This design comes from an exercise in tuning for small area, a short achievable clock period and few clock cycles per item on the open sky130 flow, not from production work. At most, simulation tests tie the RTL to the original design; equivalence was not proved. Power figures rest on the tool's default switching activity, not on a simulated workload.

==> flow/design.v <==
module netblk_rx (
    input  wire        clk,
    input  wire        rst,
    input  wire        in_valid,
    output wire        in_ready,
    input  wire [31:0] in_data,
    input  wire [2:0]  in_nbytes,    
    input  wire        in_last,
    output wire        res_valid,
    input  wire        res_ready,
    output reg  [2:0]  res_kind,
    output reg  [31:0] res_src,
    output reg  [7:0]  res_type,
    output reg  [15:0] res_id,
    output reg  [15:0] res_seq,
    output reg  [10:0] res_dlen,
    output reg  [1:0]  res_rstat,
    output reg  [15:0] res_ip_csum,
    output reg  [15:0] res_icmp_csum
);
    localparam [10:0] CNT0 = 11'd2020;    
    function [15:0] oc_add;
        input [15:0] a;
        input [15:0] b;
        reg   [15:0] g, p, g1, p1, g2, p2, g3, p3, g4;
        integer i;
        begin
            g = a & b;
            p = a ^ b;
            for (i = 0; i < 16; i = i + 1) begin
                g1[i] = g[i]  | (p[i]  & g[(i + 15) % 16]);
                p1[i] = p[i]  & p[(i + 15) % 16];
            end
            for (i = 0; i < 16; i = i + 1) begin
                g2[i] = g1[i] | (p1[i] & g1[(i + 14) % 16]);
                p2[i] = p1[i] & p1[(i + 14) % 16];
            end
            for (i = 0; i < 16; i = i + 1) begin
                g3[i] = g2[i] | (p2[i] & g2[(i + 12) % 16]);
                p3[i] = p2[i] & p2[(i + 12) % 16];
            end
            for (i = 0; i < 16; i = i + 1)
                g4[i] = g3[i] | (p3[i] & g3[(i + 8) % 16]);
            for (i = 0; i < 16; i = i + 1)
                oc_add[i] = p[i] ^ g4[(i + 15) % 16];
        end
    endfunction
    function [15:0] oc_add3;
        input [15:0] a;
        input [15:0] b;
        input [15:0] c;
        reg   [15:0] s, y;
        begin
            s = a ^ b ^ c;
            y = (a & b) | (a & c) | (b & c);
            oc_add3 = oc_add(s, {y[14:0], y[15]});
        end
    endfunction
    reg        rdy;        
    reg        v1;
    reg [31:0] d1;
    reg [2:0]  nb1;
    reg        l1;
    reg        done;       
    reg        qv;         
    reg [7:0]  at;         
    assign in_ready  = rdy;
    assign res_valid = done;
    wire accept = in_valid && rdy;
    wire c2     = v1 && !done;                
    wire take   = done && res_ready;
    wire absorb = v1 && done && !l1 && !qv;
    wire v1_next   = (v1 && !c2 && !absorb) || accept;
    wire l1_next   = accept ? in_last : l1;
    wire qv_next   = absorb || (qv && !c2);
    wire done_next = (c2 && l1) || (done && !res_ready);
    always @(posedge clk) begin
        if (rst) begin
            rdy  <= 1'b1;
            v1   <= 1'b0;
            done <= 1'b0;
            qv   <= 1'b0;
            at   <= 8'd1;
        end else begin
            rdy  <= !(done_next && v1_next && (l1_next || qv_next));
            v1   <= v1_next;
            done <= done_next;
            qv   <= qv_next;
            if ((c2 && l1))
                at <= 8'd1;
            else if (c2 || absorb)
                at <= {at[7] | at[6], at[5:0], 1'b0};
        end
    end
    reg [31:0] in_masked;
    always @(*) begin
        case (in_nbytes)
            3'd0:    in_masked = 32'h0000_0000;
            3'd1:    in_masked = in_data & 32'hFF00_0000;
            3'd2:    in_masked = in_data & 32'hFFFF_0000;
            3'd3:    in_masked = in_data & 32'hFFFF_FF00;
            default: in_masked = in_data;
        endcase
    end
    always @(posedge clk) begin
        d1 <= in_masked;
        if (accept) begin
            nb1 <= in_nbytes;
            l1  <= in_last;
        end
    end
    reg        icmp;       
    wire [31:0] w = d1;
    wire [10:0] kb    = res_dlen;
    wire [8:0]  kk    = kb[10:2];                   
    wire        at2   = at[2];
    wire        at3   = at[3];
    wire        at4   = at[4];
    wire        at5   = at[5];
    wire        at6   = at[6];
    wire        data  = at[7];
    wire        full  = nb1[2];                     
    wire        lt20  = (|at[3:0]) || (at4 && !full);
    wire        neg   = !data && !(at6 && full);    
    wire        big   = data && (kk > 9'd368 || (kk == 9'd368 && nb1 != 3'd0));
    wire [3:0]  clo   = {1'b0, kb[2:0]} + {1'b0, nb1};
    reg  [7:0]  chi;
    integer j;
    always @(*) begin
        for (j = 0; j < 8; j = j + 1)
            chi[j] = kb[3 + j] ^ (clo[3] & (&(kb[3 +: 8] | (8'hFF << j))));
    end
    wire [10:0] cnt_n = {chi, clo[2:0]};
    wire        ge3     = icmp && !neg;
    wire        is_req  = ge3 && (res_type == 8'd8);
    wire        src_lb  = (res_src[31:24] == 8'd127);
    wire        send_ok = is_req && !big && src_lb;
    wire        last    = l1;
    wire [15:0] abase = at3  ? 16'h0413 :
                        data ? res_icmp_csum : 16'd0;
    wire [15:0] af    = oc_add3(abase, w[31:16], w[15:0]);
    wire [15:0] ibase = at4 ? res_icmp_csum : res_ip_csum;
    wire [3:0]  ilo   = {1'b0, ibase[2:0]} + {1'b0, nb1};
    reg  [12:0] ihi;
    integer m;
    always @(*) begin
        for (m = 0; m < 13; m = m + 1)
            ihi[m] = ibase[3 + m] ^ (ilo[3] & (&(ibase[3 +: 13] | (13'h1FFF << m))));
    end
    wire        icy   = ilo[3] & (&ibase[15:3]);
    wire [15:0] if1   = icy ? {13'd0, ilo[2:0] + 3'd1} : {ihi, ilo[2:0]};
    always @(posedge clk) begin
        if (c2) begin
            if (at2) icmp <= (d1[23:16] == 8'd1);
            if (last && lt20)      res_src <= 32'd0;
            else if (at3)          res_src <= d1;
            if (last && !ge3)      res_type <= 8'd0;
            else if (at5)          res_type <= d1[31:24];
            if (last && !ge3) begin
                res_id  <= 16'd0;
                res_seq <= 16'd0;
            end else if (at6) begin
                res_id  <= d1[31:16];
                res_seq <= d1[15:0];
            end
            res_dlen <= (last && !ge3) ? 11'd0 : cnt_n;
        end
        if (rst || take)
            res_dlen <= (qv_next && !rst) ? CNT0 + 11'd4 : CNT0;
        if (c2) begin
            if (last)              res_icmp_csum <= send_ok ? ~af : 16'd0;
            else                   res_icmp_csum <= af;
            if (last)              res_ip_csum <= send_ok ? ~if1 : 16'd0;
            else                   res_ip_csum <= if1;
            if (last) begin
                res_kind  <= lt20                   ? 3'd0 :
                             !icmp                  ? 3'd1 :
                             neg                    ? 3'd2 :
                             (res_type == 8'd8)     ? 3'd3 :
                             (res_type == 8'd0)     ? 3'd4 : 3'd5;
                res_rstat <= !is_req ? 2'd0 :
                             big     ? 2'd2 :
                             !src_lb ? 2'd1 : 2'd0;
            end
        end
    end
endmodule
Settings: LEC_CHECK=0, CAP_MARGIN=20, CORE_MARGIN=2, CORE_UTILIZATION=55, SLEW_MARGIN=20; clock period 12.0 ns.
standard.sh (not shown) runs the stock make flow with config.mk's settings and CLKGATE_MAP_FILE= SYNTH_SCRIPT=/design/flow/synth_recipe.tcl, a recipe that flattens the netlist after the stock synthesis.
==> flow/flow/run.sh <==
#!/bin/bash
# Standard synthesis, then the standard layout with plain buf_1 port buffers
# instead of the delay buffers buffer_ports picks by default, and timing
# repair aiming at a setup slack of 8.0 ns.
set -euo pipefail
bash standard.sh synth > synth.log 2>&1
bash standard.sh BUFFER_PORTS_ARGS="-buffer_cell sky130_fd_sc_hd__buf_1" SETUP_SLACK_MARGIN=8.0 finish > layout.log 2>&1
Testbench counts at the start, summed over its fixed seeds: cycles 117,999, packets 3,200.
Edit:
--- a/flow/design.v
+++ b/flow/design.v
@@ -93,16 +93,6 @@
         end
     end
-    reg [31:0] in_masked;
-    always @(*) begin
-        case (in_nbytes)
-            3'd0:    in_masked = 32'h0000_0000;
-            3'd1:    in_masked = in_data & 32'hFF00_0000;
-            3'd2:    in_masked = in_data & 32'hFFFF_0000;
-            3'd3:    in_masked = in_data & 32'hFFFF_FF00;
-            default: in_masked = in_data;
-        endcase
-    end
     always @(posedge clk) begin
-        d1 <= in_masked;
+        d1 <= in_data;
         if (accept) begin
             nb1 <= in_nbytes;
@@ -111,5 +101,14 @@
     end
     reg        icmp;       
-    wire [31:0] w = d1;
+    reg [31:0] w;
+    always @(*) begin
+        case (nb1)
+            3'd0:    w = 32'h0000_0000;
+            3'd1:    w = d1 & 32'hFF00_0000;
+            3'd2:    w = d1 & 32'hFFFF_0000;
+            3'd3:    w = d1 & 32'hFFFF_FF00;
+            default: w = d1;
+        endcase
+    end
     wire [10:0] kb    = res_dlen;
     wire [8:0]  kk    = kb[10:2];                   
@@ -141,13 +140,5 @@
     wire [15:0] af    = oc_add3(abase, w[31:16], w[15:0]);
     wire [15:0] ibase = at4 ? res_icmp_csum : res_ip_csum;
-    wire [3:0]  ilo   = {1'b0, ibase[2:0]} + {1'b0, nb1};
-    reg  [12:0] ihi;
-    integer m;
-    always @(*) begin
-        for (m = 0; m < 13; m = m + 1)
-            ihi[m] = ibase[3 + m] ^ (ilo[3] & (&(ibase[3 +: 13] | (13'h1FFF << m))));
-    end
-    wire        icy   = ilo[3] & (&ibase[15:3]);
-    wire [15:0] if1   = icy ? {13'd0, ilo[2:0] + 3'd1} : {ihi, ilo[2:0]};
+    wire [15:0] if1   = oc_add(ibase, {13'd0, nb1});
     always @(posedge clk) begin
         if (c2) begin
- The changed run completed without violations
- setup slack got worse by 0.18 ns
- cell count hardly moves
- fmax came out lower by a few percent
- power came out higher by a few percent
- non-clock buffer count came out higher by 2
The RTL of the second run of this note was laid out without a check of its function.

* * *

Setup of v6:
Starts from the design.v that is shown in full above.
clock: 12.0 ns
lec_check: 0
cap_margin: 20
core_margin: 2
core_utilization: 55
cts_buf_list: sky130_fd_sc_hd__clkbuf_8
slew_margin: 20
==> flow/flow/run.sh <==
#!/bin/bash
# Standard synthesis, then the standard layout with plain buf_1 port buffers
# instead of the delay buffers buffer_ports picks by default, and timing
# repair aiming at a setup slack of 8.45 ns.
set -euo pipefail
bash standard.sh synth > synth.log 2>&1
bash standard.sh BUFFER_PORTS_ARGS="-buffer_cell sky130_fd_sc_hd__buf_1" SETUP_SLACK_MARGIN=8.45 finish > layout.log 2>&1
Testbench counts of v6, summed over its fixed seeds: cycles 117,999, packets 3,200.
Modified inputs, v7 compared to v6
diff --git a/flow/design.v b/flow/design.v
--- a/flow/design.v
+++ b/flow/design.v
@@ -20,31 +20,36 @@
 );
     localparam [10:0] CNT0 = 11'd2020;    
     function [15:0] oc_add;
         input [15:0] a;
         input [15:0] b;
-        reg   [15:0] g, p, g1, p1, g2, p2, g3, p3, g4;
-        integer i;
+        reg   [15:0] g, p, gg, pp, gn, pn, c;
+        integer i, l;
         begin
             g = a & b;
             p = a ^ b;
-            for (i = 0; i < 16; i = i + 1) begin
-                g1[i] = g[i]  | (p[i]  & g[(i + 15) % 16]);
-                p1[i] = p[i]  & p[(i + 15) % 16];
+            gg = g;
+            pp = p;
+            for (i = 1; i < 16; i = i + 2) begin
+                gg[i] = g[i] | (p[i] & g[i - 1]);
+                pp[i] = p[i] & p[i - 1];
             end
-            for (i = 0; i < 16; i = i + 1) begin
-                g2[i] = g1[i] | (p1[i] & g1[(i + 14) % 16]);
-                p2[i] = p1[i] & p1[(i + 14) % 16];
+            for (l = 2; l < 16; l = l * 2) begin
+                gn = gg;
+                pn = pp;
+                for (i = 1; i < 16; i = i + 2) begin
+                    gn[i] = gg[i] | (pp[i] & gg[(i + 16 - l) % 16]);
+                    pn[i] = pp[i] & pp[(i + 16 - l) % 16];
+                end
+                gg = gn;
+                pp = pn;
             end
-            for (i = 0; i < 16; i = i + 1) begin
-                g3[i] = g2[i] | (p2[i] & g2[(i + 12) % 16]);
-                p3[i] = p2[i] & p2[(i + 12) % 16];
-            end
-            for (i = 0; i < 16; i = i + 1)
-                g4[i] = g3[i] | (p3[i] & g3[(i + 8) % 16]);
-            for (i = 0; i < 16; i = i + 1)
-                oc_add[i] = p[i] ^ g4[(i + 15) % 16];
+            for (i = 0; i < 16; i = i + 2)
+                c[i] = gg[(i + 15) % 16];
+            for (i = 1; i < 16; i = i + 2)
+                c[i] = g[i - 1] | (p[i - 1] & c[i - 1]);
+            oc_add = p ^ c;
         end
     endfunction
     function [15:0] oc_add3;
         input [15:0] a;
         input [15:0] b;
@@ -134,13 +139,11 @@
     wire        ge3     = icmp && !neg;
     wire        is_req  = ge3 && (res_type == 8'd8);
     wire        src_lb  = (res_src[31:24] == 8'd127);
     wire        send_ok = is_req && !big && src_lb;
     wire        last    = l1;
-    wire [15:0] abase = at3  ? 16'h0413 :
-                        data ? res_icmp_csum : 16'd0;
-    wire [15:0] af    = oc_add3(abase, w[31:16], w[15:0]);
+    wire [15:0] af    = oc_add3(res_icmp_csum, w[31:16], w[15:0]);
     wire [15:0] ibase = at4 ? res_icmp_csum : res_ip_csum;
     wire [3:0]  ilo   = {1'b0, ibase[2:0]} + {1'b0, nb1};
     reg  [12:0] ihi;
     integer m;
     always @(*) begin
@@ -167,10 +170,12 @@
         end
         if (rst || take)
             res_dlen <= (qv_next && !rst) ? CNT0 + 11'd4 : CNT0;
         if (c2) begin
             if (last)              res_icmp_csum <= send_ok ? ~af : 16'd0;
+            else if (at2)          res_icmp_csum <= 16'h0413;
+            else if (at5)          res_icmp_csum <= 16'd0;
             else                   res_icmp_csum <= af;
             if (last)              res_ip_csum <= send_ok ? ~if1 : 16'd0;
             else                   res_ip_csum <= if1;
             if (last) begin
                 res_kind  <= lt20                   ? 3'd0 :
### Flow results
v7: PASS, flow complete, no timing, DRC or antenna violations. Flip-flop and latch power up about 3% in v7 wrt v6. In the tables for v6 and v7, count of inverters not on the clock network in the layout reads lower with v7. Gate count of the mapped netlist: higher on v6. Diff v6 -> v7 | total global routing track utilization | decrease of 0.92 points. Comparing v6 and v7, the lower number of nets produced by synthesis was measured on v7. v7: routability congestion estimate from global placement is about 1.5% lower than what v6 reported. v7 against v6: slew at the pin with the worst max-slew slack went up; final critical delay including setup and external delays went down. Note that the via count recorded for v7 amounts to 0.934 times the value seen in v6.
For v7, only the layout was checked, not whether the RTL still works.

-- re-timing with driven ports --
Ports are ideal in the flow. The routed layouts listed here were re-timed in OpenROAD.
Step 1, drivers: a clkbuf_16 drives clk and a buf_2 each remaining input, both assumed.
Step 2 also shifts input and output timing later by t, the mid clock arrival at the registers, as if the neighbouring blocks saw the same clock.
Slacks: no drivers / after step 1 / after step 2; pairs: no drivers / after step 1.
| run | t, ns | setup slack, ns | worst setup path after step 2 | slew at the worst register clock pin (ns) |
|---|---|---|---|---|
| the first run of note 1 | 0.471 | 8.385 / 8.399 / 7.941 | input to register | 0.08 / 0.08 |
| the second run of note 1 | 0.474 | 8.208 / 8.208 / 8.036 | input to register | 0.07 / 0.07 |
| v6 | 0.506 | 8.454 / 8.416 / 8.275 | input to register | 0.11 / 0.11 |
| v7 | 0.502 | 8.469 / 8.429 / 8.203 | input to register | 0.10 / 0.10 |
After both steps setup and hold are still met in every run listed. For the first run of note 1, which loses most, drivers alone change the setup slack by +0.014 ns; drivers and shift together by -0.444 ns.
